This design comes from an exercise in tuning for small area, a short achievable clock period and few clock cycles per item on the open sky130 flow, not from production work. RTL that was checked went through simulation tests only; none was proved equivalent to the original. For run 7, only the layout was checked, not whether the RTL still works. Power is estimated from default activity; no workload was simulated.

==> design.v <==
module bls_alu #(
    parameter integer N = 32
) (
    input  wire           clk,
    input  wire           rst,       
    input  wire           start,     
    input  wire [2*N+6:0] iw,        
    output wire           ready,
    output reg            done,
    output reg  [N-1:0]   res,
    output wire [4:0]     flags,     
    output reg  [1:0]     evt,       
    output wire [7:0]     fault,     
    output wire [7:0]     finfo
);
    localparam [3:0] OP_ADD = 4'd0, OP_SUB = 4'd1, OP_MUL = 4'd2, OP_DIV = 4'd3,
                     OP_AND = 4'd4, OP_OR  = 4'd5, OP_XOR = 4'd6, OP_NOT = 4'd7,
                     OP_SHL = 4'd8, OP_SHR = 4'd9, OP_ROL = 4'd10, OP_ROR = 4'd11;
    localparam integer W = N + 4;    
    wire         vop = iw[2*N+6];
    wire         va  = iw[2*N+5];
    wire         vb  = iw[2*N+4];
    wire [3:0]   op  = iw[2*N+3:2*N];
    wire [N-1:0] fa  = iw[2*N-1:N];
    wire [N-1:0] fb  = iw[N-1:0];
    reg          busy;       
    reg          mode_mul;   
    reg  [3:0]   cnt;
    reg  [N-1:0] acc;        
    reg  [N-1:0] opr;        
    reg          dq;         
    reg          c_r, v_r, vsel, zen;
    reg  [1:0]   f_r;
    reg  [3:0]   fi_r;
    assign ready = ~busy;
    assign fault = {6'd0, f_r};
    assign finfo = {4'd0, fi_r};
    assign flags = {^res, res[N-1], v_r | (vsel & |acc), c_r, zen & ~|res};
    wire go     = start & ~busy;
    wire bad1   = ~vop | ~va;
    wire bad2   = (op < OP_NOT) & ~vb;
    wire b_zero = ~|fb;
    wire op_mul = (op == OP_MUL);
    wire op_div = (op == OP_DIV);
    wire op_sub = (op == OP_SUB);
    wire op_sb  = op_sub | op_div;       
    wire [N-1:0] m_a  = opr;
    wire [3:0]   m_b  = res[3:0];
    wire [W-1:0] m_p0 = {4'd0, m_b[0] ? m_a : {N{1'b0}}};
    wire [W-1:0] m_p1 = {3'd0, m_b[1] ? m_a : {N{1'b0}}, 1'b0};
    wire [W-1:0] m_p2 = {2'd0, m_b[2] ? m_a : {N{1'b0}}, 2'b0};
    wire [W-1:0] m_p3 = {1'd0, m_b[3] ? m_a : {N{1'b0}}, 3'b0};
    wire [W-1:0] m_p4 = {4'd0, acc};
    wire [W-1:0] cs1_s = m_p0 ^ m_p1 ^ m_p4;
    wire [W-1:0] cs1_c = {(m_p0[W-2:0] & m_p1[W-2:0]) | (m_p0[W-2:0] & m_p4[W-2:0]) | (m_p1[W-2:0] & m_p4[W-2:0]), 1'b0};
    wire [W-1:0] cs2_s = cs1_s ^ cs1_c ^ m_p2;
    wire [W-1:0] cs2_c = {(cs1_s[W-2:0] & cs1_c[W-2:0]) | (cs1_s[W-2:0] & m_p2[W-2:0]) | (cs1_c[W-2:0] & m_p2[W-2:0]), 1'b0};
    wire [W-1:0] cs3_s = cs2_s ^ cs2_c ^ m_p3;
    wire [W-1:0] cs3_c = {(cs2_s[W-2:0] & cs2_c[W-2:0]) | (cs2_s[W-2:0] & m_p3[W-2:0]) | (cs2_c[W-2:0] & m_p3[W-2:0]), 1'b0};
    wire [N-1:0] d_x1 = {acc[N-2:0], res[N-1]};
    wire [N-1:0] d_d1;
    wire         d_co1;
    bls_alu_add #(.N(N), .L(5)) u_sub (.x(d_x1), .y(dq ? ~opr : opr), .ci(dq), .s(d_d1), .co(d_co1), .c());
    wire         d_q1 = ~d_d1[N-1];
    wire [N-1:0] d_x2 = {d_d1[N-2:0], res[N-2]};
    wire         s_div = busy & ~mode_mul;
    wire         s_csa = busy & mode_mul;
    wire [W-1:0] ad_x = s_div ? {4'd0, d_x2}
                              : (s_csa ? cs3_s : {4'd0, fa});
    wire [W-1:0] ad_y = s_div ? {4'd0, opr ^ {N{d_q1}}}
                              : (s_csa ? cs3_c : {4'd0, op_sb ? ~fb : fb});
    wire         inv  = s_div ? d_q1 : (~busy & op_sb);
    wire [W-1:0] ad;
    wire         ad_co;
    wire [W:0]   ad_c;
    bls_alu_add #(.N(W), .L(6)) u_add (.x(ad_x), .y(ad_y), .ci(inv), .s(ad), .co(ad_co), .c(ad_c));
    wire         d_q2 = ~ad[N-1];
    wire [N-1:0] d_a2 = ad[N-1:0];
    wire [N-1:0] st_hi = mode_mul ? ad[W-1:4] : d_a2;
    wire [N-1:0] st_lo = mode_mul ? {ad[3:0], res[N-1:4]} : {res[N-3:0], d_q1, d_q2};
    wire [N:0]   as_full = {ad_c[N], ad[N-1:0]};    
    wire s_as  = (op[3:1] == 3'd0);                  
    wire s_and = (op == OP_AND), s_or = (op == OP_OR), s_xor = (op == OP_XOR);
    wire s_not = (op == OP_NOT);
    wire s_shl = (op == OP_SHL) | (op == OP_ROL);
    wire s_shr = (op == OP_SHR) | (op == OP_ROR);
    wire [N-1:0] sh_l = {fa[N-2:0], (op == OP_ROL) & fa[N-1]};
    wire [N-1:0] sh_r = {(op == OP_ROR) & fa[0], fa[N-1:1]};
    wire [N-1:0] e_res = ({N{s_as}}         & as_full[N-1:0])
                       | ({N{s_and | s_or}} & (fa & fb))
                       | ({N{s_or | s_xor}} & (fa ^ fb))
                       | ({N{s_not}}        & ~fa)
                       | ({N{s_shl}}        & sh_l)
                       | ({N{s_shr}}        & sh_r);
    wire e_c = ((op == OP_ADD) & as_full[N])
             | (op_sub & (~as_full[N] | b_zero))
             | (s_shl & fa[N-1])
             | (s_shr & fa[0]);
    wire e_v = op_sub & (fa[N-1] ^ fb[N-1]) & ~(as_full[N-1] ^ fb[N-1]);
    wire [1:0] e_evt = {op_div & b_zero, op[3] & op[2]};
    wire a_zero = ~|fa;
    wire d_exact = ~fb[N-1] | ~|fb[N-2:0];
    wire d_skip  = d_exact & ((|fb[N-1:26]) | ~|fa[N-1:6]);
    wire [N-1:0] d_acc0 = d_skip ? {6'd0, fa[N-1:6]} : {N{1'b0}};
    wire [N-1:0] d_res0 = d_skip ? {fa[5:0], 26'd0} : fa;
    wire [3:0]   d_cnt0 = d_skip ? 4'd13 : 4'd0;
    wire d_a_lt_b = ~as_full[N];
    wire iter_start = (op_mul & ~a_zero & ~b_zero) | (op_div & ~b_zero & ~(d_exact & d_a_lt_b));
    wire last = mode_mul ? (cnt == 4'd7) : (cnt == 4'd15);
    always @(posedge clk) begin
        if (rst) begin
            busy  <= 1'b0;
            done  <= 1'b0;
            res   <= {N{1'b0}};
            c_r   <= 1'b0;
            v_r   <= 1'b0;
            vsel  <= 1'b0;
            zen   <= 1'b0;
            evt   <= 2'd0;
            f_r   <= 2'd0;
            fi_r  <= 4'd0;
        end else begin
            done <= 1'b0;
            if (go) begin
                if (bad1) begin
                    f_r  <= 2'd1;
                    fi_r <= {2'd0, ~va, ~vop};
                    done <= 1'b1;
                end else if (bad2) begin
                    f_r  <= 2'd2;
                    fi_r <= op;
                    done <= 1'b1;
                end else begin
                    acc      <= op_mul ? {N{1'b0}} : d_acc0;
                    opr      <= op_mul ? fa : fb;
                    mode_mul <= op_mul;
                    cnt      <= op_mul ? 4'd0 : d_cnt0;
                    dq       <= 1'b1;
                    c_r  <= e_c;
                    v_r  <= e_v;
                    vsel <= 1'b0;
                    zen  <= 1'b1;
                    evt  <= e_evt;
                    f_r  <= 2'd0;
                    fi_r <= 4'd0;
                    res  <= iter_start ? (op_mul ? fb : d_res0) : e_res;
                    busy <= iter_start;
                    done <= ~iter_start;
                end
            end else if (busy) begin
                acc <= st_hi;
                res <= st_lo;
                dq  <= d_q2;
                cnt <= cnt + 1'b1;
                if (last) begin
                    busy <= 1'b0;
                    done <= 1'b1;
                    c_r  <= 1'b0;
                    v_r  <= 1'b0;
                    vsel <= mode_mul;
                    zen  <= 1'b1;
                    evt  <= 2'd0;
                    f_r  <= 2'd0;
                    fi_r <= 4'd0;
                end
            end
        end
    end
endmodule
module bls_alu_add #(
    parameter integer N = 32,
    parameter integer L = 5       
) (
    input  wire [N-1:0] x,
    input  wire [N-1:0] y,
    input  wire         ci,
    output wire [N-1:0] s,
    output wire         co,
    output wire [N:0]   c         
);
    wire [N-1:0] p = x ^ y;
    wire [N-1:0] g = x & y;
    wire [N-1:0] gl [0:L];
    wire [N-1:0] pl [0:L];
    assign gl[0] = {g[N-1:1], g[0] | (p[0] & ci)};
    assign pl[0] = p;
    genvar l, i;
    generate
        for (l = 0; l < L; l = l + 1) begin : lv
            for (i = 0; i < N; i = i + 1) begin : bt
                if ((i >> l) & 1) begin : cmb
                    localparam integer J = ((i >> l) << l) - 1;
                    assign gl[l+1][i] = gl[l][i] | (pl[l][i] & gl[l][J]);
                    assign pl[l+1][i] = pl[l][i] & pl[l][J];
                end else begin : pas
                    assign gl[l+1][i] = gl[l][i];
                    assign pl[l+1][i] = pl[l][i];
                end
            end
        end
    endgenerate
    assign c  = {gl[L], ci};
    assign s  = p ^ c[N-1:0];
    assign co = c[N];
endmodule
==> flow/run.sh <==
#!/bin/bash
# The standard layout (the standard.sh, standard synthesis included), with
# plain buf_2 cells as the input and output port buffers instead of the
# clock-delay buffers that buffer_ports picks on its own.
set -euo pipefail
cd "$(dirname "${BASH_SOURCE[0]}")/.."
export BUFFER_PORTS_ARGS="-buffer_cell sky130_fd_sc_hd__buf_2"
bash standard.sh > standard_flow.log 2>&1
==> standard.sh <==
#!/bin/bash
# synth_recipe.tcl (not shown) runs the flow's synth.tcl, then flattens the netlist and writes it again
# the make line also repeats each setting of config.mk as NAME=value (left out here)
make -C /OpenROAD-flow-scripts/flow DESIGN_CONFIG=/design/flow/config.mk WORK_HOME=/design/flow/orfs CLKGATE_MAP_FILE= SYNTH_SCRIPT=/design/flow/synth_recipe.tcl "${@:-finish}"
==> config.mk <==
export PLATFORM = sky130hd
export DESIGN_NAME = bls_alu
export DESIGN_NICKNAME = bls_alu
export VERILOG_FILES = /design/flow/design.v
export SDC_FILE = /design/flow/constraint.sdc
export NUM_CORES = 4
export LEC_CHECK = 0
export ABC_AREA = 1
export CAP_MARGIN = 20
export CORE_MARGIN = 2
export CORE_UTILIZATION = 40
export PLACE_DENSITY = 0.75
export SETUP_SLACK_MARGIN = 3.5
export SLEW_MARGIN = 20
==> constraint.sdc <==
create_clock -name core_clock -period 10.0 [get_ports {clk}]
set_input_delay 2.0000 -clock core_clock [delete_from_list [all_inputs] [get_ports {clk}]]
set_output_delay 2.0000 -clock core_clock [all_outputs]
set_load 0.01 [all_outputs]
==> results of run 1 <==
[state kept, by name (all words and copies together), names as in the netlist]
register / flops
f_r: 2
done: 1
vsel: 1
busy: 1
cnt: 4
acc: 32
dq: 1
v_r: 1
evt: 2
opr: 32
fi_r: 4
res: 32
zen: 1
mode_mul: 1
c_r: 1
[metal layers]
metal / global-route usage [%] / up-vias
met5: 0 / -
met1: 39.2 / 8442
met2: 42.6 / 1302
li1: - / 8487
met3: 6.03 / 237
met4: 12.9 / 2
[metrics by stage]
step / utilization, % / cell area, µm² / cells
after CTS: 43.6 / 18700 / 3220
after detailed placement: 42.3 / 18200 / 3187
after floorplan: - / 17400 / 2606
after global routing: 43.7 / 18800 / 3224
after global placement: 42.3 / 18200 / 3187
final: 43.7 / 18800 / 3225
[layout make-up]
class / count / area (µm²) / area share (%)
Inverter: 450 / 1690 / 9.01
Clock inverter: 14 / 111 / 0.592
Antenna cell: 2 / 5.00 / 0.0266
Clock buffer: 18 / 450 / 2.40
Sequential cell: 116 / 3020 / 16.1
Tap cell: 585 / 732 / 3.89
Multi-Input combinational cell: 1896 / 12000 / 63.8
Timing Repair Buffer: 144 / 785 / 4.17
[critical path: cells and delay by family]
family	cells	cell delay, ns
compound gates	5	0.75
xor+xnor	1	0.26
fa+ha+maj	3	1.12
buf+inv	7	0.98
simple gates	12	1.41
[cell usage after synthesis (all sizes together) (4+ instances only)]
master	number	area share, %
o21ai	115	3.4
nand4	24	0.87
o21bai	5	0.22
buf	69	2.6
o22ai	37	1.3
fa	105	12
a31oi	6	0.22
clkbuf	74	1.6
a21boi	4	0.17
nand3b	8	0.35
xor2	41	2.1
a21oi	196	5.7
dfxtp	46	5.3
o211ai	12	0.52
nor3	12	0.40
edfxtp	70	12
o221ai	30	1.5
a221oi	30	1.5
a22oi	16	0.69
nor2	153	3.5
ha	114	8.2
xnor2	26	1.3
nand2	655	15
and2	6	0.22
nand3	221	6.7
or2	39	1.4
nor4	8	0.29
a211oi	12	0.52
inv	449	9.7
o2111ai	6	0.30
[what timing repair did]
action	in CTS	in global routing
buffers inserted	1	3
resized for setup	1	5
pin swaps	0	1
hold buffers	0	0
endpoints found under the setup margin	2	29
[power breakdown]
group,switching (W),internal (W),leakage [nW]
Sequential,0.0000442,0.000540,1.02
Clock,0.000274,0.000338,0.277
Combinational,0.000605,0.000329,8.20
[cell families (layout without fill, tap and decap cells)]
kind of cell | count (synthesis) | after routing | synth area share [%]
and+or+nand+nor | 1127 | 1127 | 28.4
buffers and inverters | 594 | 626 | 14.0
AOI/OAI and AO/OA | 473 | 473 | 16.4
adders and majority gates | 219 | 219 | 20.3
DFF | 116 | 116 | 17.4
xor gates and xnor gates | 67 | 67 | 3.38
other | 1 | 12 | 0.0216
[worst max-delay path by stage]
stage	from	to	slack [ns]
2_1_floorplan	iw[67]	res[17]	4.36
3_3_place_gp	iw[67]	res[17]	3.12
3_5_place_dp	iw[67]	res[17]	2.97
4_1_cts	iw[67]	res[17]	3.58
5_1_grt	iw[67]	res[17]	3.48
6_report	iw[67]	res[17]	3.75
[layout by cell type, fill, tap and decap left out, types with 5 or more instances in the layout]
cell type / instances
nand2_1: 634
inv_1: 442
nand3_1: 210
a21oi_1: 192
nor2_1: 140
buf_2: 120
ha_1: 114
o21ai_0: 111
fa_1: 105
edfxtp_1: 70
dfxtp_1: 45
xor2_1: 41
o22ai_1: 37
o221ai_1: 30
a221oi_1: 30
or2_1: 27
xnor2_1: 26
nand4_1: 24
buf_4: 23
clkbuf_16: 18
a22oi_1: 16
nand2_2: 15
or2_2: 12
o211ai_1: 12
a211oi_1: 12
nand3_2: 10
conb_1: 10
nor3_1: 9
nor4_1: 8
nand3b_1: 8
inv_6: 7
and2_1: 6
nor2_4: 6
nor2_2: 6
a31oi_1: 6
o2111ai_1: 6
o21bai_1: 5
inv_2: 5
==> run_results.csv, run 1 <==
group,metric,value,unit
run_status,status,"timing/DRC/antenna clean",
route,viasPerCell,5.73,
logic_synthesis,synthArstFlopShare,0,%
finish,nets,2918,
floorplanning,die_y,212,µm
route,wl,64000,µm
placed_design,place_ws,2.97,ns
clocking,ctsLongestPathBuffers,2,
floorplanning,initial_core_util,40.4,%
global_routing,grt_max_degree,81,
run,maxCapViolations,0,
finish,layout-drive-gt1-share,9.40,%
route,drt-pass1-iter-count,7,
sta,maxSlewHeadroom,25.6,%
sta,slew_viol_final,0,
logic_synthesis,syn_avg_cell_area,6.68,µm²
route,top_layer_used,"met5",
sta,min_period,6.25,ns
global_routing,grt_pass1_vias,17200,
floorplanning,num_io_pins,131,
setup_path,slowest_stage,"fa_1",
setup_path,required,10.33,ns
sta,fin_tns_setup,0,ns
route,wl_per_cell,19.9,µm
floorplanning,die_w,212,µm
sta,skew,0.0104,ns
logic_synthesis,yosys_warnings,3,
setup_path,end_kind,"flop",
placed_design,dp_hpwl,48100,µm
clocking,htreeDepth,4,
power,peakVddDrop,0.140,mV
logic_synthesis,synthDistinctLibCells,57,
worst_hold_path,hp-start,"fi_r[3]",
setup_path,rrSetupSlack,3.99,ns
sta,rsz0062_at_grt,"no",
setup_path,cp.arrival,6.58,ns
setup_path,rr_worst_depth,35,
sta,fmax,0.160,GHz
sta,finalHoldViolCount,0,
floorplanning,die-area,45100,µm²
placed_design,routabilityCongestion,1.03,
sta,period_share,62.5,%
setup_path,r2r-end,"res[17]",
route,vias,18500,
setup_path,path_max_fanout,30,
logic_synthesis,synth-seq-area-share,17.4,%
logic_synthesis,netlist_area,17400,µm²
worst_hold_path,hp-class,"reg -> reg",
power,p_leak,9.50,nW
setup_path,max_stage_delay,0.47,ns
global_routing,grt_pass1_wl,98900,µm
clocking,clockRootBuffer,"clkbuf_16",
power,power,0.00213,W
setup_path,start_kind,"input pin",
floorplanning,num_rows,76,
power,power_density,113,nW/µm²
sta,hold_slack,0.451,ns
global_routing,grtUsageTotal,28.4,%
logic_synthesis,ys.flop_type,"edfxtp_1",
route,m1WireLength,25900,µm
logic_synthesis,netlist_instances,2597,
route,wl_met2,26900,µm
setup_path,worstSetupPathType,"in -> reg",
clocking,path_clk_slew,0.06,ns
clocking,insertion_delay,0.44,ns
finish,fillers,4531,
logic_synthesis,ys_seq_elements,116,
worst_hold_path,min_path_cells,2,
global_routing,antenna_found_initial,3,
setup_path,r2r-start,"dq",
global_routing,grt_overflow,0,
sta,fin_ws,3.75,ns
route,post-route-drc-count,0,
floorplanning,core_area,43000,µm²
worst_hold_path,whs_endpoint,"fi_r[3]",
clocking,cts_tree,"done",
route,dr_wl_met3,8140,µm
sta,worst_slew_pin_slew,1.11,ns
clocking,clock_sinks,116,
logic_synthesis,synth-edff-count,70,
finish,area_growth,8.34,%
sta,setup-violations-final,0,
placed_design,portBuffers,120,
route,antenna_left,0,
route,drt_iter0_markers,2701,
clocking,cts_buffers,17,
Testbench counts, summed over its fixed seeds: cycles 3,901, instrs 1,600.
==> run 2, diff against run 1 <==
--- a/design.v
+++ b/design.v
@@ -183,5 +183,5 @@
     wire [N-1:0] gl [0:L];
     wire [N-1:0] pl [0:L];
-    assign gl[0] = {g[N-1:1], g[0] | (p[0] & ci)};
+    assign gl[0] = g;
     assign pl[0] = p;
     genvar l, i;
@@ -200,5 +200,5 @@
         end
     endgenerate
-    assign c  = {gl[L], ci};
+    assign c  = {gl[L] | (pl[L] & {N{ci}}), ci};
     assign s  = p ^ c[N-1:0];
     assign co = c[N];
==> run_results.csv, run 2 <==
group,metric,value,unit
logic_synthesis,synthTopCellsByArea,"edfxtp_1 (12%), nand2_1 (12%), fa_1 (11%)",
placed_design,dpl.cell_count,3106,
worst_hold_path,hp-start,"fi_r[3]",
power,peakVddDrop,0.131,mV
setup_path,max_stage_delay,0.40,ns
global_routing,grt_overflow,0,
logic_synthesis,netlist_instances,2552,
floorplanning,num_io_pins,131,
worst_hold_path,hp-class,"reg -> reg",
logic_synthesis,synth_top_cell_by_area,"edfxtp_1",
worst_hold_path,whs_endpoint,"fi_r[3]",
setup_path,rr_worst_depth,32,
setup_path,r2r-start,"dq",
logic_synthesis,ys.flop_type,"edfxtp_1",
sta,rsz0062_at_grt,"no",
setup_path,required,10.34,ns
power,power_density,104,nW/µm²
logic_synthesis,syn_avg_cell_area,6.73,µm²
sta,setup-violations-final,0,
sta,fin_tns_setup,0,ns
clocking,cts_buffers,17,
logic_synthesis,yosys.cell_count.top_type,"nand2_1",
route,viasPerCell,5.98,
setup_path,start_kind,"flop",
sta,min_period,6.12,ns
finish,stdcell_count,3140,
run_status,status,"timing/DRC/antenna clean",
floorplanning,initial_core_util,40.8,%
clocking,clock_sinks,116,
logic_synthesis,yosys_warnings,3,
finish,layout-drive-gt1-share,9.47,%
global_routing,grtUsageTotal,29.7,%
route,drt_iter0_markers,2790,
floorplanning,die_y,211,µm
placed_design,portBuffers,120,
clocking,clockRootBuffer,"clkbuf_16",
placed_design,dp_hpwl,49900,µm
route,post-route-drc-count,0,
sta,maxSlewHeadroom,36.1,%
power,power,0.00195,W
setup_path,slowest_stage,"edfxtp_1",
sta,slew_viol_final,0,
floorplanning,core_area,42100,µm²
route,drt-pass1-iter-count,6,
sta,finalHoldViolCount,0,
clocking,path_clk_slew,0.06,ns
clocking,insertion_delay,0.44,ns
finish,reg_top3,"acc x32, opr x32, res x32",
sta,worst_slew_pin_slew,0.958,ns
setup_path,startpoint,"dq",
logic_synthesis,netlist_area,17200,µm²
worst_hold_path,min_path_cells,2,
logic_synthesis,ys_top_cells_by_count,"nand2_1 (550), inv_1 (423), a21oi_1 (183)",
floorplanning,die_w,211,µm
clocking,cts_tree,"done",
route,wl_per_cell,21.3,µm
route,wl,66800,µm
clocking,cts_hold_buf,0,
setup_path,cp.arrival,6.46,ns
setup_path,end_kind,"flop",
finish,nets,2872,
sta,skew,0.0137,ns
setup_path,path_common_cell,"nand2_1",
logic_synthesis,synthDistinctLibCells,54,
setup_path,rrSetupSlack,3.88,ns
floorplanning,die-area,44600,µm²
logic_synthesis,synth_top_cell_area_share,12.2,%
setup_path,r2r-end,"res[10]",
global_routing,grt_pass1_vias,17300,
sta,hold_slack,0.450,ns
placed_design,routabilityCongestion,1.07,
setup_path,worstSetupPathType,"reg -> reg",
sta,period_share,61.2,%
setup_path,path_max_fanout,61,
logic_synthesis,synthArstFlopShare,0,%
finish,area_growth,8.98,%
global_routing,grt_max_degree,90,
finish,final_common_cell,"nand2_1",
run,maxCapViolations,0,
logic_synthesis,synth-edff-count,70,
finish,layout_common_cells,"nand2_1 (547), inv_1 (423), a21oi_1 (183), nand3_1 (180), o21ai_0 (150)",
clocking,ctsLongestPathBuffers,2,
logic_synthesis,synth-seq-area-share,17.6,%
global_routing,antenna_found_initial,4,
power,p_leak,9.21,nW
route,vias,18800,
route,antenna_left,0,
clocking,htreeDepth,4,
logic_synthesis,ys_seq_elements,116,
floorplanning,num_rows,75,
global_routing,grt_pass1_wl,102000,µm
sta,fmax,0.163,GHz
-- run 2: cell count changes in the layout (fill, tap and decap cells not counted), moves of 11 or more --
cell / delta
fa_1: -11
nand2_1: -87
a221oi_1: +16
a211oi_1: +22
o221ai_1: +13
nand3_1: -30
or2_1: -27
o21ai_0: +39
inv_1: -19
-- run 2: worst max-delay path by stage --
stage	to	slack, ns	cells after the start
floorplan	acc[19]	4.81	24
global placement	res[22]	3.48	26
detailed placement	res[21]	3.27	26
CTS	res[25]	3.66	31
global route	res[21]	3.52	26
finish	res[10]	3.88	32
-- run 2: what timing repair did --
| item | 4_1_cts | 5_1_grt |
|---|---|---|
| buffers inserted | 0 | 0 |
| gates cloned | 0 | 0 |
| gates resized for setup | 1 | 5 |
| endpoints found under the hold margin | 0 | 0 |
| setup endpoints to repair | 3 | 59 |
-- run 2: logic make-up after synthesis --
| logic type | share of synthesized area, % |
|---|---|
| AND/OR/NAND/NOR | 25.1 |
| AO/OA/AOI/OAI | 20.6 |
| other | 0.0218 |
| adder cells (fa/ha/maj) | 19.6 |
| buffers and inverters | 13.3 |
| XOR/XNOR | 3.87 |
| flip-flops | 17.6 |
-- run 2: power breakdown --
| part | internal [W] | switching (W) |
|---|---|---|
| registers | 0.000530 | 0.0000305 |
| clock network | 0.000350 | 0.000264 |
| logic | 0.000264 | 0.000510 |
-- run 2: per-layer routing --
layer	track usage [%]	part of all wire (%)	vias to the layer above
met5	0	0.019	-
met4	16.5	6.8	2
met3	5.37	12	291
met2	45.4	43	1302
met1	39.6	39	8620
li1	-	-	8566
-- run 2: metrics by stage --
step,utilization (%),instance area [µm²],worst slack [ns]
floorplan,-,17200,4.81
global route,44.4,18700,3.52
detailed placement,43.0,18100,3.27
global placement,43.0,18100,3.48
finish,44.4,18700,3.88
CTS,44.4,18700,3.66
-- run 2: worst max-delay path, delay by kind of cell, from the launching register on --
kind            cells  cell delay, ns
compound gates      5            0.86
buf+inv             3            0.45
fa+ha+maj           2            0.74
simple gates       21            3.09
flops               1            0.40
xor+xnor            1            0.27
-- run 2: final cells by class --
type | count | area, µm²
clock inverter | 10 | 70.1
antenna | 2 | 5.00
multi-input combinational | 1866 | 12000
sequential | 116 | 3020
clock buffer | 22 | 490
tap | 539 | 674
fill | 4283 | 23400
timing repair buffer | 145 | 795
inverter | 440 | 1650
Testbench counts of run 2, summed over its fixed seeds: cycles 3,901, instrs 1,600.
==> run 3, diff against run 2 <==
--- a/config.mk
+++ b/config.mk
@@ -11,4 +11,4 @@
 export CORE_UTILIZATION = 40
 export PLACE_DENSITY = 0.75
-export SETUP_SLACK_MARGIN = 3.5
+export SETUP_SLACK_MARGIN = 4.5
 export SLEW_MARGIN = 20
==> run_results.csv, run 3 <==
group,metric,value,unit
setup_path,start_kind,"flop",
global_routing,grt_overflow,0,
clocking,cts_buffers,17,
sta,finalHoldViolCount,0,
setup_path,cp.arrival,5.87,ns
clocking,cts_tree,"done",
logic_synthesis,synthTopCellsByArea,"edfxtp_1 (12%), nand2_1 (12%), fa_1 (11%)",
sta,period_share,55.5,%
logic_synthesis,netlist_instances,2552,
clocking,htreeDepth,4,
clocking,insertion_delay,0.44,ns
power,p_leak,9.99,nW
sta,slew_viol_final,13,
global_routing,grt_max_degree,90,
finish,area_growth,19.7,%
logic_synthesis,ys.flop_type,"edfxtp_1",
power,power_density,103,nW/µm²
clocking,clockRootBuffer,"clkbuf_16",
route,drt_iter0_markers,3273,
sta,min_period,5.55,ns
finish,final_util,48.8,%
floorplanning,core_area,42100,µm²
route,drt-pass1-iter-count,10,
route,wl_per_cell,22.9,µm
finish,nets,2980,
logic_synthesis,synthArstFlopShare,0,%
global_routing,antenna_found_initial,4,
run_status,violatedChecks,"capacitance limit, slew limit",
logic_synthesis,synth-edff-count,70,
global_routing,grt_pass1_vias,17600,
power,peakVddDrop,0.133,mV
setup_path,path_common_cell,"nand2_2",
setup_path,worstSetupPathType,"reg -> reg",
setup_path,slowest_stage,"edfxtp_1",
floorplanning,initial_core_util,40.8,%
route,antenna_left,0,
finish,layout-drive-gt1-share,17.6,%
route,vias,20100,
sta,fin_ws,4.45,ns
setup_path,startpoint,"dq",
sta,fin_tns_setup,0,ns
sta,maxSlewHeadroom,-16.0,%
clocking,ctsLongestPathBuffers,2,
worst_hold_path,hp-start,"fi_r[3]",
route,viasPerCell,6.19,
finish,layout_common_cells,"nand2_1 (519), inv_1 (418), nand3_1 (164), a21oi_1 (156), o21ai_0 (142)",
logic_synthesis,ys_top_cells_by_count,"nand2_1 (550), inv_1 (423), a21oi_1 (183)",
global_routing,grtUsageTotal,30.7,%
setup_path,end_kind,"flop",
global_routing,grt_pass1_wl,105000,µm
clocking,path_clk_slew,0.06,ns
setup_path,max_stage_delay,0.49,ns
run,maxCapViolations,1,
logic_synthesis,synth-seq-area-share,17.6,%
logic_synthesis,synth_top_cell_area_share,12.2,%
finish,reg_top3,"acc x32, opr x32, res x32",
logic_synthesis,ys_seq_elements,116,
floorplanning,die_y,211,µm
placed_design,portBuffers,120,
floorplanning,die-area,44600,µm²
floorplanning,die_w,211,µm
floorplanning,num_io_pins,131,
sta,skew,0.0163,ns
logic_synthesis,yosys_warnings,3,
sta,fmax,0.180,GHz
finish,final_common_cell,"nand2_1",
sta,rsz0062_at_grt,"yes",
setup_path,rr_worst_depth,35,
logic_synthesis,syn_avg_cell_area,6.73,µm²
logic_synthesis,netlist_area,17200,µm²
sta,hold_slack,0.450,ns
placed_design,place_ws,3.27,ns
logic_synthesis,synth_top_cell_by_area,"edfxtp_1",
run_status,status,"failed layout checks",
sta,worst_slew_pin_slew,1.73,ns
clocking,clock_sinks,116,
setup_path,r2r-start,"dq",
setup_path,rrSetupSlack,4.45,ns
worst_hold_path,min_path_cells,2,
logic_synthesis,yosys.cell_count.top_type,"nand2_1",
worst_hold_path,hp-class,"reg -> reg",
route,post-route-drc-count,0,
setup_path,path_max_fanout,8,
placed_design,routabilityCongestion,1.07,
route,wl,74300,µm
logic_synthesis,synthDistinctLibCells,54,
setup_path,required,10.33,ns
sta,setup-violations-final,0,
floorplanning,num_rows,75,
placed_design,dp_hpwl,49900,µm
==> run 3: what timing repair did <==
item | 4_1_cts | 5_1_grt
resized for setup | 31 | 174
hold buffers | 0 | 0
setup endpoints to repair | 65 | 63
buffers inserted | 6 | 80
cloned | 7 | 15
pin swaps | 6 | 63
==> run 3: power breakdown <==
part           internal, W  total (W)  switching, W
logic             0.000340   0.000933      0.000592
clock network     0.000351   0.000617      0.000266
registers         0.000530   0.000561     0.0000308
==> run 3: cell families (layout without fill, tap and decap cells) <==
family | after synthesis | in the layout | share of synthesized area, %
adder cells (fa/ha/maj) | 212 | 212 | 19.6
XOR/XNOR | 75 | 75 | 3.87
flip-flops | 116 | 116 | 17.6
buffers and inverters | 579 | 708 | 13.3
other | 1 | 13 | 0.0218
AND/OR/NAND/NOR | 999 | 1016 | 25.1
AO/OA/AOI/OAI | 570 | 570 | 20.6
==> run 3: cell type report <==
cell class              count  area [µm²]
well taps                 539         674
multi-input cells        1883       12900
repair buffers            236        1690
inverters                 440        1670
clock inverters            10        70.1
flip-flops and latches    116        3030
fillers                  4022       21600
clock buffers              22         490
diodes                      3        7.51
==> run 3: final timing paths <==
check	endpoint
max	res[12]
min	fi_r[3]
max reg2reg	res[12]
min reg2reg	fi_r[3]
==> run 3: per-layer routing <==
metal  wire [µm]  GRT usage, %  share of wire (%)
met1       26900          40.0                 36
met2       31000          47.0                 42
met3        9900          6.75                 13
met4        6500          17.8                8.7
met5          25             0              0.034
==> run 3: through the flow <==
| step | instances | instance area, µm² | power, W |
|---|---|---|---|
| floorplan | 2561 | 17200 | 0.00108 |
| global placement | 3106 | 18100 | 0.00131 |
| detailed placement | 3106 | 18100 | 0.00131 |
| CTS | 3151 | 19000 | 0.00194 |
| global route | 3247 | 20600 | 0.00219 |
| finish | 3249 | 20600 | 0.00211 |
==> run 3: worst max-delay path: cells and delay by family (launching register included) <==
kind | cells | cell delay (ns)
AND/OR/NAND/NOR | 22 | 2.58
buffers and inverters | 5 | 0.80
AO/OA/AOI/OAI | 5 | 0.69
adder cells (fa/ha/maj) | 2 | 0.68
flip-flops | 1 | 0.49
XOR/XNOR | 1 | 0.15
==> run 4, diff against run 3 <==
--- a/config.mk
+++ b/config.mk
@@ -11,4 +11,4 @@
 export CORE_UTILIZATION = 40
 export PLACE_DENSITY = 0.75
-export SETUP_SLACK_MARGIN = 4.5
+export SETUP_SLACK_MARGIN = 4.0
 export SLEW_MARGIN = 20
==> run_results.csv, run 4 <==
group,metric,value,unit
placed_design,portBuffers,120,
clocking,insertion_delay,0.44,ns
placed_design,dp_hpwl,49900,µm
sta,skew,0.0135,ns
run,maxCapViolations,0,
global_routing,grtUsageTotal,29.7,%
global_routing,antenna_found_initial,5,
logic_synthesis,ys.flop_type,"edfxtp_1",
floorplanning,num_rows,75,
setup_path,required,10.37,ns
logic_synthesis,synth_top_cell_by_area,"edfxtp_1",
route,drt_iter0_markers,3078,
sta,fin_ws,4.15,ns
logic_synthesis,yosys.cell_count.top_type,"nand2_1",
clocking,htreeDepth,4,
setup_path,slowest_stage,"edfxtp_1",
floorplanning,die_y,211,µm
finish,final_area,18900,µm²
setup_path,path_max_fanout,41,
route,wl,68900,µm
floorplanning,initial_core_util,40.8,%
global_routing,grt_overflow,0,
logic_synthesis,synthArstFlopShare,0,%
sta,min_period,5.85,ns
setup_path,max_stage_delay,0.43,ns
sta,slew_viol_final,0,
finish,final_common_cell,"nand2_1",
logic_synthesis,ys_top_cells_by_count,"nand2_1 (550), inv_1 (423), a21oi_1 (183)",
logic_synthesis,synthDistinctLibCells,54,
sta,worst_slew_pin_slew,0.990,ns
logic_synthesis,netlist_instances,2552,
clocking,cts_tree,"done",
logic_synthesis,synthTopCellsByArea,"edfxtp_1 (12%), nand2_1 (12%), fa_1 (11%)",
route,post-route-drc-count,0,
floorplanning,core_area,42100,µm²
logic_synthesis,netlist_area,17200,µm²
route,vias,19100,
sta,fin_tns_setup,0,ns
clocking,clock_sinks,116,
clocking,cts_buffers,17,
power,power,0.00197,W
logic_synthesis,synth-seq-area-share,17.6,%
sta,setup-violations-final,0,
placed_design,routabilityCongestion,1.07,
floorplanning,die-area,44600,µm²
route,antenna_left,0,
global_routing,grt_max_degree,90,
sta,finalHoldViolCount,0,
placed_design,place_ws,3.27,ns
setup_path,path_common_cell,"nand2_4",
sta,period_share,58.5,%
global_routing,grt_pass1_wl,102000,µm
run_status,status,"timing/DRC/antenna clean",
logic_synthesis,yosys_warnings,3,
floorplanning,num_io_pins,131,
logic_synthesis,synth-edff-count,70,
logic_synthesis,syn_avg_cell_area,6.73,µm²
route,wl_per_cell,21.9,µm
route,drt-pass1-iter-count,7,
sta,fmax,0.171,GHz
worst_hold_path,hp-class,"reg -> reg",
power,p_leak,9.27,nW
setup_path,cp.arrival,6.22,ns
finish,layout-drive-gt1-share,10.1,%
finish,area_growth,10.0,%
placed_design,placed_area,18100,µm²
sta,rsz0062_at_grt,"yes",
finish,reg_top3,"acc x32, opr x32, res x32",
setup_path,end_kind,"flop",
clocking,path_clk_slew,0.06,ns
clocking,cts_hold_buf,0,
route,viasPerCell,6.07,
logic_synthesis,ys_seq_elements,116,
floorplanning,die_w,211,µm
global_routing,grt_pass1_vias,17300,
logic_synthesis,synth_top_cell_area_share,12.2,%
power,peakVddDrop,0.133,mV
power,power_density,104,nW/µm²
setup_path,start_kind,"flop",
clocking,clockRootBuffer,"clkbuf_16",
finish,layout_common_cells,"nand2_1 (546), inv_1 (423), a21oi_1 (181), nand3_1 (180), o21ai_0 (150)",
finish,nets,2879,
sta,maxSlewHeadroom,33.9,%
setup_path,worstSetupPathType,"reg -> reg",
clocking,ctsLongestPathBuffers,2,
==> run 4: per-stage QoR <==
stage | hold WS (ns) | utilization (%) | std cells
after CTS | 0.449 | 44.4 | 3138
after global placement | 0.439 | 43.0 | 3106
after detailed placement | 0.439 | 43.0 | 3106
after floorplan | 0.439 | - | 2561
after global routing | 0.467 | 44.8 | 3147
final | 0.451 | 44.9 | 3150
==> run 4: worst paths after layout <==
check / from / cells past startpoint / to / slack (ns)
max: dq / 29 / res[26] / 4.15
min: fi_r[3] / 2 / fi_r[3] / 0.45
max reg2reg: dq / 29 / res[26] / 4.15
min reg2reg: fi_r[3] / 2 / fi_r[3] / 0.45
==> run 4: cell type report <==
type / instances / area, µm²
diodes: 5 / 12.5
clock buffers: 22 / 490
clock inverters: 10 / 70.1
fillers: 4257 / 23200
inverters: 440 / 1650
multi-input cells: 1872 / 12200
flip-flops and latches: 116 / 3030
well taps: 539 / 674
repair buffers: 146 / 821
==> run 4: per-layer routing <==
| layer | routed length (µm) | track usage [%] | share of wire, % |
|---|---|---|---|
| met1 | 26100 | 39.6 | 38 |
| met2 | 29500 | 45.8 | 43 |
| met3 | 8540 | 5.23 | 12 |
| met4 | 4740 | 16.1 | 6.9 |
| met5 | 24 | 0 | 0.035 |
==> run 4: kinds of logic (layout without fill, tap and decap cells) <==
| logic type | Yosys count | count (layout) | synth area share (%) |
|---|---|---|---|
| and+or+nand+nor | 999 | 1005 | 25.1 |
| buffers and inverters | 579 | 618 | 13.3 |
| AOI/OAI and AO/OA | 570 | 570 | 20.6 |
| adders and majority gates | 212 | 212 | 19.6 |
| DFF | 116 | 116 | 17.6 |
| xor gates and xnor gates | 75 | 75 | 3.87 |
| other | 1 | 15 | 0.0218 |
==> run 4: what timing repair did <==
| item | in CTS | in global routing |
|---|---|---|
| resized for setup | 4 | 25 |
| setup buffers | 0 | 1 |
| cloned | 0 | 6 |
| pin swaps | 0 | 3 |
| setup endpoints to repair | 60 | 62 |
==> run 4: critical path: cells and delay by family, from the launching register on <==
kind,cells,cell delay [ns]
xor+xnor,1,0.23
compound gates,3,0.35
flops,1,0.43
simple gates,22,3.72
fa+ha+maj,2,0.68
buf+inv,1,0.20
==> run 4: report_power, final <==
part | internal (W) | switching (W) | total [W]
Clock | 0.000351 | 0.000268 | 0.000618
Combinational | 0.000268 | 0.000527 | 0.000795
Sequential | 0.000530 | 0.0000304 | 0.000561
Total | 0.00115 | 0.000825 | 0.00197
==> run 5, diff against run 4 <==
--- a/config.mk
+++ b/config.mk
@@ -10,5 +10,5 @@
 export CORE_MARGIN = 2
 export CORE_UTILIZATION = 40
-export PLACE_DENSITY = 0.75
+export PLACE_DENSITY = 0.85
 export SETUP_SLACK_MARGIN = 4.0
 export SLEW_MARGIN = 20
==> run_results.csv, run 5 <==
group,metric,value,unit
setup_path,required,10.35,ns
logic_synthesis,netlist_instances,2552,
setup_path,path_cells,"clkinv_1 > nor2_4 > buf_4 > inv_1 > a21oi_1 > o21ai_0 > o221ai_1 > inv_1 > ha_1 > nand2_1 > nor3_1 > inv_1 > o21ai_2 > nand2_1 > nand2_4 > a21oi_1 > nand3_2 > nand2_4 > nand2_8 > nor2_4 > nand2_1 > nand3_1 > nand2_1 > inv_1",
clocking,cts_tree,"done",
sta,setup-violations-final,0,
logic_synthesis,synth_top_cell_area_share,12.2,%
setup_path,r2r-start,"busy",
power,power.net_switching,0.000827,W
finish,nets,2879,
setup_path,start_kind,"flop",
route,viasPerCell,6.10,
setup_path,max_stage_delay,0.65,ns
setup_path,slowest_stage,"dfxtp_4",
route,wl_per_cell,21.8,µm
finish,stdcell_count,3145,
logic_synthesis,synthTopCellsByArea,"edfxtp_1 (12%), nand2_1 (12%), fa_1 (11%)",
clocking,clock_sinks,116,
placed_design,routabilityCongestion,1.06,
clocking,ctsLongestPathBuffers,2,
logic_synthesis,synthArstFlopShare,0,%
global_routing,grt_pass1_wl,103000,µm
logic_synthesis,synth-simple-area-share,25.1,%
finish,layout_common_cells,"nand2_1 (547), inv_1 (422), a21oi_1 (182), nand3_1 (180), o21ai_0 (150)",
clocking,insertion_delay,0.45,ns
logic_synthesis,yosys.cell_count.top_type,"nand2_1",
logic_synthesis,yosys_warnings,3,
logic_synthesis,synth-edff-count,70,
finish,area_growth,9.86,%
floorplanning,num_io_pins,131,
logic_synthesis,synth_top_cell_by_area,"edfxtp_1",
logic_synthesis,synthXorXnorAreaFrac,3.87,%
logic_synthesis,synth_mux_area_share,0,%
route,antenna_left,0,
logic_synthesis,ys_seq_elements,116,
setup_path,path_max_fanout,59,
global_routing,antenna_found_initial,0,
clocking,cts_hold_buf,0,
logic_synthesis,syn_avg_cell_area,6.73,µm²
logic_synthesis,ys_top_cells_by_count,"nand2_1 (550), inv_1 (423), a21oi_1 (183)",
sta,maxSlewHeadroom,25.0,%
power,p_leak,9.28,nW
global_routing,grtUsageTotal,30.1,%
sta,rsz0062_at_grt,"no",
clocking,clockRootBuffer,"clkbuf_16",
route,post-route-drc-count,0,
setup_path,rr_worst_depth,24,
logic_synthesis,synth-seq-area-share,17.6,%
worst_hold_path,min_path_cells,2,
setup_path,r2r-end,"res[24]",
logic_synthesis,synthDistinctLibCells,54,
sta,period_share,57.2,%
finish,final_common_cell,"nand2_1",
placed_design,portBuffers,120,
sta,fmax,0.175,GHz
sta,worst_slew_pin_slew,1.11,ns
power,intPower,0.00117,W
worst_hold_path,hp-start,"fi_r[3]",
route,vias,19200,
setup_path,cp_top_family,"simple AND/OR/NAND/NOR gates",
setup_path,cp.arrival,6.07,ns
power,power_density,106,nW/µm²
power,switching_share,41.4,%
placed_design,dp_hpwl,50100,µm
setup_path,rrSetupSlack,4.28,ns
global_routing,grt_pass1_vias,17800,
power,pwr-share-comb,39.9,%
placed_design,dpl.cell_count,3105,
run_status,status,"timing/DRC/antenna clean",
floorplanning,num_rows,75,
floorplanning,die_y,211,µm
power,p_clk_share,32.2,%
power,peakVddDrop,0.133,mV
clocking,path_clk_slew,0.07,ns
sta,min_period,5.72,ns
clocking,htreeDepth,4,
setup_path,worstSetupPathType,"reg -> reg",
sta,skew,0.0131,ns
logic_synthesis,synth_top_family_by_area,"simple AND/OR/NAND/NOR gates",
setup_path,crit_buf_inv,6,
sta,finalHoldViolCount,0,
logic_synthesis,netlist_area,17200,µm²
sta,fin_tns_setup,0,ns
worst_hold_path,whs_endpoint,"fi_r[3]",
finish,fillers,4226,
global_routing,grt_overflow,0,
sta,slew_viol_final,0,
logic_synthesis,ys.flop_type,"edfxtp_1",
finish,n_antenna_cell,0,
floorplanning,die_w,211,µm
finish,layout-drive-gt1-share,9.94,%
route,drt_iter0_markers,3027,
logic_synthesis,synthAdderAreaFrac,19.6,%
setup_path,end_kind,"flop",
logic_synthesis,synth_compound_area_share,20.6,%
finish,reg_top3,"acc x32, opr x32, res x32",
global_routing,grt_max_degree,110,
floorplanning,die-area,44600,µm²
route,drt-pass1-iter-count,9,
floorplanning,core_area,42100,µm²
worst_hold_path,hp-class,"reg -> reg",
route,wl,68500,µm
floorplanning,initial_core_util,40.8,%
power,pwr-share-seq,27.9,%
clocking,cts_buffers,17,
run,maxCapViolations,0,
-- run 5: cell count changes in the layout (fill, tap and decap cells not counted), moves of 2 or more --
| cell | before | now |
|---|---|---|
| buf_4 | 24 | 26 |
| clkbuf_1 | 2 | 0 |
| clkbuf_8 | 0 | 2 |
| dfxtp_2 | 2 | 0 |
| diode_2 | 5 | 0 |
| nand2_8 | 4 | 2 |
| nor2_1 | 142 | 145 |
| nor2_2 | 15 | 13 |
-- run 5: stage by stage --
step | power (W) | hold WS, ns | setup slack (ns) | instance area [µm²] | utilization, %
after detailed placement | 0.00132 | 0.442 | 3.05 | 18100 | 43.0
after floorplan | 0.00108 | 0.439 | 4.81 | 17200 | -
final | 0.00200 | 0.460 | 4.28 | 18900 | 44.8
after CTS | 0.00195 | 0.456 | 4.02 | 18800 | 44.5
after global routing | 0.00208 | 0.489 | 4.01 | 18900 | 44.8
after global placement | 0.00131 | 0.433 | 3.25 | 18100 | 43.0
-- run 5: what timing repair did --
action / CTS / global route
buffers inserted: 3 / 2
cloned: 0 / 3
endpoints found under the setup margin: 63 / 60
gates resized for setup: 3 / 16
pin swaps: 0 / 3
-- run 5: routing by layer --
layer / track usage (%) / vias to the layer above / part of all wire, %
li1: - / 8575 / -
met1: 38.9 / 8707 / 37
met2: 45.4 / 1542 / 41
met3: 7.21 / 367 / 13
met4: 18.3 / 0 / 8.1
met5: 0 / - / 0
-- run 5: layout make-up --
cell class,instances,area [µm²],area share [%]
inverter,440,1660,8.77
clock inverter,11,81.3,0.431
clock buffer,21,514,2.73
timing repair buffer,149,850,4.50
tap,539,674,3.57
sequential,116,3030,16.0
multi-input combinational,1869,12100,64.0
-- run 5: power groups by stage --
stage                     Clock (W)  Combinational [W]  Sequential, W
after floorplan                   0           0.000523       0.000557
after global placement            0           0.000744       0.000566
after detailed placement          0           0.000750       0.000566
after CTS                  0.000637           0.000760       0.000555
after global routing       0.000654           0.000865       0.000558
final                      0.000643           0.000795       0.000557
-- run 5: tightest hold or removal path: cells and delay by family, from the launching register on --
kind             cells  cell delay [ns]
flip-flops           1             0.31
AND/OR/NAND/NOR      2             0.10
-- run 5: how the worst max path moves through the flow --
stage | start | endpoint | depth (start not counted)
floorplan | iw[67] | acc[19] | 24
global placement | iw[67] | res[21] | 24
detailed placement | iw[67] | res[22] | 24
CTS | iw[67] | res[8] | 26
global route | dq | res[28] | 38
finish | busy | res[24] | 24
-- run 5: logic make-up (layout without fill, tap and decap cells) --
kind of cell,after synthesis,after routing
AND/OR/NAND/NOR,999,1002
buffers and inverters,579,621
AO/OA/AOI/OAI,570,570
adder cells (fa/ha/maj),212,212
flip-flops,116,116
XOR/XNOR,75,75
other,1,10
==> run 6, diff against run 5 <==
--- a/config.mk
+++ b/config.mk
@@ -10,5 +10,5 @@
 export CORE_MARGIN = 2
 export CORE_UTILIZATION = 40
-export PLACE_DENSITY = 0.85
-export SETUP_SLACK_MARGIN = 4.0
+export PLACE_DENSITY = 0.75
+export SETUP_SLACK_MARGIN = 4.25
 export SLEW_MARGIN = 20
==> run_results.csv, run 6 <==
group,metric,value,unit
run_status,status,"timing/DRC/antenna clean",
setup_path,r2r-end,"res[11]",
sta,worst_slew_pin_slew,1.33,ns
finish,nets,2905,
setup_path,worstSetupPathType,"reg -> reg",
placed_design,dp_hpwl,49900,µm
clocking,clock_sinks,116,
clocking,htreeDepth,4,
setup_path,path_max_fanout,10,
logic_synthesis,synth_top_cell_area_share,12.2,%
sta,period_share,56.4,%
global_routing,antenna_found_initial,4,
power,peakVddDrop,0.135,mV
clocking,path_clk_slew,0.07,ns
sta,skew,0.0162,ns
route,vias,19400,
setup_path,cp.arrival,6.02,ns
sta,maxSlewHeadroom,11.2,%
global_routing,grt_pass1_vias,17400,
sta,hold_slack,0.452,ns
power,power,0.00201,W
placed_design,routabilityCongestion,1.07,
logic_synthesis,synth-seq-area-share,17.6,%
setup_path,startpoint,"dq",
setup_path,crit_end,"res[11]",
route,wl_per_cell,22.5,µm
route,viasPerCell,6.11,
setup_path,r2r-start,"dq",
floorplanning,num_io_pins,131,
finish,stdcell_count,3173,
logic_synthesis,synthTopCellsByArea,"edfxtp_1 (12%), nand2_1 (12%), fa_1 (11%)",
setup_path,rr_worst_depth,33,
floorplanning,num_rows,75,
finish,final_common_cell,"nand2_1",
setup_path,start_kind,"flop",
sta,setup-violations-final,0,
setup_path,required,10.38,ns
clocking,ctsLongestPathBuffers,2,
clocking,clockRootBuffer,"clkbuf_16",
clocking,cts_buffers,17,
sta,fmax,0.177,GHz
route,antenna_left,0,
worst_hold_path,hp-class,"reg -> reg",
power,power_density,104,nW/µm²
global_routing,grt_max_degree,90,
placed_design,dpl.cell_count,3106,
logic_synthesis,synth_top_cell_by_area,"edfxtp_1",
floorplanning,initial_core_util,40.8,%
finish,fillers,4209,
sta,finalHoldViolCount,0,
setup_path,slowest_stage,"edfxtp_1",
global_routing,grt_pass1_wl,103000,µm
route,post-route-drc-count,0,
floorplanning,core_area,42100,µm²
logic_synthesis,ys.flop_type,"edfxtp_1",
logic_synthesis,ys_seq_elements,116,
logic_synthesis,syn_avg_cell_area,6.73,µm²
sta,fin_tns_setup,0,ns
route,drt-pass1-iter-count,9,
floorplanning,die-area,44600,µm²
logic_synthesis,ys_top_cells_by_count,"nand2_1 (550), inv_1 (423), a21oi_1 (183)",
setup_path,max_stage_delay,0.46,ns
clocking,insertion_delay,0.45,ns
setup_path,end_kind,"flop",
setup_path,path_common_cell,"nand2_1",
global_routing,grt_overflow,0,
logic_synthesis,synthDistinctLibCells,54,
finish,final_area,19300,µm²
logic_synthesis,netlist_instances,2552,
worst_hold_path,min_path_cells,2,
placed_design,placed_area,18100,µm²
finish,reg_top3,"acc x32, opr x32, res x32",
placed_design,portBuffers,120,
floorplanning,die_y,211,µm
logic_synthesis,synthArstFlopShare,0,%
route,wl,71400,µm
route,drt_iter0_markers,3063,
finish,layout_common_cells,"nand2_1 (537), inv_1 (423), nand3_1 (180), a21oi_1 (178), o21ai_0 (148)",
sta,min_period,5.64,ns
logic_synthesis,yosys.cell_count.top_type,"nand2_1",
clocking,cts_tree,"done",
sta,slew_viol_final,0,
floorplanning,die_w,211,µm
finish,area_growth,12.6,%
run,maxCapViolations,0,
logic_synthesis,netlist_area,17200,µm²
global_routing,grtUsageTotal,30.2,%
finish,layout-drive-gt1-share,11.8,%
logic_synthesis,synth-edff-count,70,
setup_path,rrSetupSlack,4.36,ns
logic_synthesis,yosys_warnings,3,
power,p_leak,9.46,nW
sta,rsz0062_at_grt,"yes",
==> run 6: routing by layer <==
layer	wire length, µm	part of all wire, %	global-route usage [%]
met3	9870	14	6.27
met4	5050	7.1	17.1
met5	23	0.032	0
met2	30300	42	46.3
met1	26200	37	39.6
==> run 6: timing repair <==
item / CTS / global route
pin swaps: 2 / 13
cloned: 3 / 10
hold buffers: 0 / 0
buffers inserted: 0 / 20
gates resized for setup: 16 / 55
hold endpoints to repair: 0 / 0
setup endpoints to repair: 62 / 62
==> run 6: report_power, final <==
part	internal (W)	total [W]	switching (W)
combinational	0.000284	0.000833	0.000549
clock	0.000351	0.000619	0.000269
sequential	0.000530	0.000561	0.0000309
==> run 6: kinds of logic (layout without fill, tap and decap cells) <==
kind of cell    Yosys count  in the layout  share of synthesized area, %
compound gates          570            570                          20.6
simple gates            999           1009                          25.1
flops                   116            116                          17.6
fa+ha+maj               212            212                          19.6
buf+inv                 579            640                          13.3
xor+xnor                 75             75                          3.87
other cells               1             12                        0.0218
==> run 6: cell type report <==
class,count,area (µm²),area share [%]
inverter,440,1650,8.55
tap,539,674,3.49
timing repair buffer,168,1040,5.40
sequential,116,3030,15.6
clock buffer,22,490,2.54
clock inverter,10,70.1,0.362
multi-input combinational,1876,12400,64.0
antenna,2,5.00,0.0259
==> run 6: how the worst min path moves through the flow <==
stage | slack [ns] | endpoint | start
after floorplan | 0.44 | v_r | v_r
after global placement | 0.44 | fi_r[3] | fi_r[3]
after detailed placement | 0.44 | fi_r[3] | fi_r[3]
after CTS | 0.45 | fi_r[3] | fi_r[3]
after global routing | 0.47 | fi_r[3] | fi_r[3]
final | 0.45 | fi_r[3] | fi_r[3]
==> run 6: through the flow <==
stage          util, %  setup slack (ns)
2_1_floorplan        -              4.81
5_1_grt           45.9              4.15
3_3_place_gp      43.0              3.48
6_report          45.9              4.36
4_1_cts           44.6              4.28
3_5_place_dp      43.0              3.27
==> run 6: worst max-delay path: cells and delay by family (launching register included) <==
kind | cells | cell delay, ns
adder cells (fa/ha/maj) | 2 | 0.66
AND/OR/NAND/NOR | 17 | 2.12
buffers and inverters | 4 | 0.61
AO/OA/AOI/OAI | 9 | 1.51
XOR/XNOR | 1 | 0.17
flip-flops | 1 | 0.46
==> run 7, diff against run 6 <==
--- a/design.v
+++ b/design.v
@@ -45,10 +45,8 @@
     wire op_sub = (op == OP_SUB);
     wire op_sb  = op_sub | op_div;       
-    wire [N-1:0] m_a  = opr;
-    wire [3:0]   m_b  = res[3:0];
-    wire [W-1:0] m_p0 = {4'd0, m_b[0] ? m_a : {N{1'b0}}};
-    wire [W-1:0] m_p1 = {3'd0, m_b[1] ? m_a : {N{1'b0}}, 1'b0};
-    wire [W-1:0] m_p2 = {2'd0, m_b[2] ? m_a : {N{1'b0}}, 2'b0};
-    wire [W-1:0] m_p3 = {1'd0, m_b[3] ? m_a : {N{1'b0}}, 3'b0};
+    wire [W-1:0] m_p0 = {4'd0, res[0] ? opr : {N{1'b0}}};
+    wire [W-1:0] m_p1 = {3'd0, res[1] ? opr : {N{1'b0}}, 1'b0};
+    wire [W-1:0] m_p2 = {2'd0, res[2] ? opr : {N{1'b0}}, 2'b0};
+    wire [W-1:0] m_p3 = {1'd0, res[3] ? opr : {N{1'b0}}, 3'b0};
     wire [W-1:0] m_p4 = {4'd0, acc};
     wire [W-1:0] cs1_s = m_p0 ^ m_p1 ^ m_p4;
@@ -65,9 +63,8 @@
     wire [N-1:0] d_x2 = {d_d1[N-2:0], res[N-2]};
     wire         s_div = busy & ~mode_mul;
-    wire         s_csa = busy & mode_mul;
     wire [W-1:0] ad_x = s_div ? {4'd0, d_x2}
-                              : (s_csa ? cs3_s : {4'd0, fa});
+                              : (busy ? cs3_s : {4'd0, fa});
     wire [W-1:0] ad_y = s_div ? {4'd0, opr ^ {N{d_q1}}}
-                              : (s_csa ? cs3_c : {4'd0, op_sb ? ~fb : fb});
+                              : (busy ? cs3_c : {4'd0, op_sb ? ~fb : fb});
     wire         inv  = s_div ? d_q1 : (~busy & op_sb);
     wire [W-1:0] ad;
@@ -137,14 +134,18 @@
                     cnt      <= op_mul ? 4'd0 : d_cnt0;
                     dq       <= 1'b1;
-                    c_r  <= e_c;
-                    v_r  <= e_v;
-                    vsel <= 1'b0;
-                    zen  <= 1'b1;
-                    evt  <= e_evt;
-                    f_r  <= 2'd0;
-                    fi_r <= 4'd0;
-                    res  <= iter_start ? (op_mul ? fb : d_res0) : e_res;
-                    busy <= iter_start;
-                    done <= ~iter_start;
+                    if (iter_start) begin
+                        res  <= op_mul ? fb : d_res0;
+                        busy <= 1'b1;
+                    end else begin
+                        res  <= e_res;
+                        c_r  <= e_c;
+                        v_r  <= e_v;
+                        vsel <= 1'b0;
+                        zen  <= 1'b1;
+                        evt  <= e_evt;
+                        f_r  <= 2'd0;
+                        fi_r <= 4'd0;
+                        done <= 1'b1;
+                    end
                 end
             end else if (busy) begin
@@ -183,5 +184,5 @@
     wire [N-1:0] gl [0:L];
     wire [N-1:0] pl [0:L];
-    assign gl[0] = g;
+    assign gl[0] = {g[N-1:1], g[0] | (p[0] & ci)};
     assign pl[0] = p;
     genvar l, i;
@@ -200,5 +201,5 @@
         end
     endgenerate
-    assign c  = {gl[L] | (pl[L] & {N{ci}}), ci};
+    assign c  = {gl[L], ci};
     assign s  = p ^ c[N-1:0];
     assign co = c[N];
--- a/config.mk
+++ b/config.mk
@@ -6,9 +6,7 @@
 export NUM_CORES = 4
 export LEC_CHECK = 0
-export ABC_AREA = 1
 export CAP_MARGIN = 20
 export CORE_MARGIN = 2
 export CORE_UTILIZATION = 40
-export PLACE_DENSITY = 0.75
-export SETUP_SLACK_MARGIN = 4.25
+export SETUP_SLACK_MARGIN = 3.0
 export SLEW_MARGIN = 20
==> run_results.csv, run 7 <==
group,metric,value,unit
floorplanning,die_y,211,µm
clocking,cts_hold_buf,0,
sta,rsz0062_at_grt,"no",
run,maxCapViolations,0,
finish,n_antenna_cell,0,
logic_synthesis,yosys_warnings,3,
finish,final_common_cell,"nand2_1",
global_routing,grt_max_degree,80,
logic_synthesis,ys_seq_elements,116,
clocking,cts_tree,"done",
finish,area_growth,9.47,%
clocking,clockRootBuffer,"clkbuf_16",
sta,finalHoldViolCount,0,
clocking,ctsLongestPathBuffers,2,
route,wl_per_cell,25.6,µm
setup_path,rr_worst_depth,28,
power,power,0.00195,W
setup_path,start_kind,"flop",
placed_design,dpl.cell_count,2659,
global_routing,grt_pass1_wl,103000,µm
setup_path,cp.arrival,7.06,ns
setup_path,end_kind,"flop",
setup_path,crit_buf_inv,4,
finish,layout_common_cells,"nand2_1 (363), a21oi_1 (175), inv_1 (152), buf_2 (120)",
finish,final_util,44.5,%
clocking,clock_sinks,116,
setup_path,path_max_fanout,16,
sta,worst_slew_pin_slew,1.20,ns
power,p_leak,7.97,nW
logic_synthesis,netlist_instances,2135,
route,post-route-drc-count,0,
finish,stdcell_count,2702,
logic_synthesis,synthTopCellsByArea,"edfxtp_1 (12%), fa_1 (12%), ha_1 (8.3%)",
setup_path,required,10.28,ns
clocking,insertion_delay,0.45,ns
route,antenna_left,0,
sta,min_period,6.79,ns
setup_path,slowest_stage,"fa_1",
finish,ff_latch_area,3030,µm²
sta,setup-violations-final,0,
finish,multi_input_area,12900,µm²
route,wl,69200,µm
logic_synthesis,yosys.cell_count.top_type,"nand2_1",
floorplanning,die_w,211,µm
logic_synthesis,syn_avg_cell_area,8.01,µm²
finish,layout-drive-gt1-share,12.3,%
power,power.net_switching,0.000786,W
worst_hold_path,min_path_cells,1,
global_routing,antenna_found_initial,0,
route,viasPerCell,6.32,
logic_synthesis,synthArstFlopShare,0,%
logic_synthesis,netlist_area,17100,µm²
setup_path,max_stage_delay,0.46,ns
sta,fmax,0.147,GHz
logic_synthesis,synthDistinctLibCells,96,
logic_synthesis,ys_top_cells_by_count,"nand2_1 (365), a21oi_1 (175), inv_1 (153)",
route,vias,17100,
clocking,cts_buffers,17,
setup_path,worstSetupPathType,"reg -> reg",
global_routing,grt_pass1_vias,16500,
placed_design,dp_hpwl,49600,µm
setup_path,cp_top_family,"compound AO/OA/AOI/OAI gates",
setup_path,path_depth,28,
floorplanning,num_io_pins,131,
logic_synthesis,synth-seq-area-share,17.7,%
setup_path,rrSetupSlack,3.21,ns
sta,skew,0.00729,ns
placed_design,routabilityCongestion,0.997,
sta,slew_viol_final,0,
finish,fillers,4245,
floorplanning,core_area,42000,µm²
run_status,status,"timing/DRC/antenna clean",
placed_design,place_ws,2.32,ns
clocking,htreeDepth,4,
power,pwr-share-seq,28.2,%
floorplanning,initial_core_util,40.7,%
worst_hold_path,hp-class,"reg -> reg",
floorplanning,num_rows,75,
logic_synthesis,synth_top_cell_area_share,12.3,%
clocking,path_clk_slew,0.06,ns
logic_synthesis,ys.flop_type,"edfxtp_1",
finish,reg_top3,"acc x32, opr x32, res x32",
sta,fin_ws,3.21,ns
logic_synthesis,synth_top_cell_by_area,"edfxtp_1",
route,drt_iter0_markers,2284,
power,pwr-share-comb,40.2,%
logic_synthesis,synth-edff-count,70,
floorplanning,die-area,44400,µm²
global_routing,grt_overflow,0,
power,p_clk_share,31.7,%
route,drt-pass1-iter-count,7,
power,peakVddDrop,0.108,mV
power,switching_share,40.2,%
sta,maxSlewHeadroom,19.6,%
sta,fin_tns_setup,0,ns
sta,period_share,67.9,%
placed_design,portBuffers,120,
power,power_density,104,nW/µm²
global_routing,grtUsageTotal,30.6,%
power,intPower,0.00117,W
finish,nets,2443,
run 7: cell count changes after synthesis, sizes merged, moves of 50 or more:
cell and delta:
nand3 -135, nor2 -52, inv -282, and2 +67, nand2 -200, o21ai -50
run 7: what timing repair did:
item | 4_1_cts | 5_1_grt
pin swaps | 2 | 17
buffers inserted | 0 | 9
setup endpoints to repair | 67 | 59
cloned | 0 | 2
resized for setup | 18 | 17
run 7: cells by family (layout without fill, tap and decap cells):
| logic type | after synthesis | after routing | share of synthesized area [%] |
|---|---|---|---|
| simple gates | 731 | 731 | 19.5 |
| mux | 48 | 48 | 2.84 |
| compound gates | 537 | 537 | 21.3 |
| fa+ha+maj | 219 | 219 | 20.6 |
| xor+xnor | 154 | 154 | 10.2 |
| buf+inv | 329 | 348 | 7.93 |
| flops | 116 | 116 | 17.7 |
| other cells | 1 | 10 | 0.0219 |
run 7: metal layers:
layer	up-vias	track usage (%)	wire (µm)
li1	7484	-	-
met3	211	5.03	7370
met1	8246	41.4	27800
met2	1143	48.3	30900
met4	0	13.6	3050
met5	-	0	0
run 7: final timing paths:
kind,from,end
setup / recovery,dq,acc[29]
setup reg to reg,dq,acc[29]
hold reg to reg,f_r[1],f_r[1]
hold / removal,f_r[1],f_r[1]
run 7: through the flow:
step / hold WS (ns) / instance area (µm²)
after CTS: 0.480 / 18500
after global placement: 0.454 / 17900
after detailed placement: 0.462 / 17900
after floorplan: 0.448 / 17100
final: 0.476 / 18700
after global routing: 0.495 / 18700
run 7: final cells by class:
cell class / instances / share of cell area (%)
Inverter: 155 / 3.11
Clock buffer: 18 / 2.35
Clock inverter: 14 / 0.648
Tap cell: 539 / 3.60
Timing Repair Buffer: 161 / 5.17
Multi-Input combinational cell: 1699 / 69.0
Sequential cell: 116 / 16.2
run 7: worst register-to-register path, delay by kind of cell, from the launching register on:
family | cells | cell delay, ns
AO/OA/AOI/OAI | 11 | 2.62
adder cells (fa/ha/maj) | 4 | 1.44
AND/OR/NAND/NOR | 5 | 0.85
XOR/XNOR | 4 | 0.67
buffers and inverters | 4 | 0.60
flip-flops | 1 | 0.43
run 7: power by group through the flow:
stage / Sequential [W] / Clock (W) / Combinational [W]
after detailed placement: 0.000559 / 0 / 0.000740
after floorplan: 0.000553 / 0 / 0.000503
after global placement: 0.000560 / 0 / 0.000734
final: 0.000550 / 0.000619 / 0.000785
after global routing: 0.000551 / 0.000637 / 0.000841
after CTS: 0.000549 / 0.000618 / 0.000750

## separate check: timing with driven ports
The flow's constraints put no driver on any port. The routed layouts listed below were extracted and timed again, unchanged, in two steps.
Step 1 sets driving cells, clkbuf_16 on the clock port and buf_2 on the other inputs (assumed; they add their load-dependent delay and slew).
Step 2 times the ports against the registers' clock, not the clock port: input delays grow and output delays shrink by t, the midpoint of the rising clock arrivals with the driver on.
a / b / c = ideal ports / drivers / drivers and shift; a / b = the first two.
run	t (ns)	slack for setup (ns)	slew at the worst register clock pin (ns)
run 1	0.484	3.754 / 3.786 / 3.302	0.07 / 0.07
run 2	0.480	3.881 / 3.881 / 3.438	0.07 / 0.07
run 3	0.483	4.455 / 4.455 / 4.055	0.07 / 0.07
run 4	0.484	4.151 / 4.151 / 3.806	0.07 / 0.07
run 5	0.493	4.280 / 4.280 / 3.833	0.07 / 0.07
run 6	0.485	4.359 / 4.359 / 3.991	0.07 / 0.07
run 7	0.504	3.211 / 3.211 / 2.844	0.06 / 0.06
The setup slack of run 1, which loses most, moves by +0.032 ns with the drivers and by -0.452 ns with both steps.
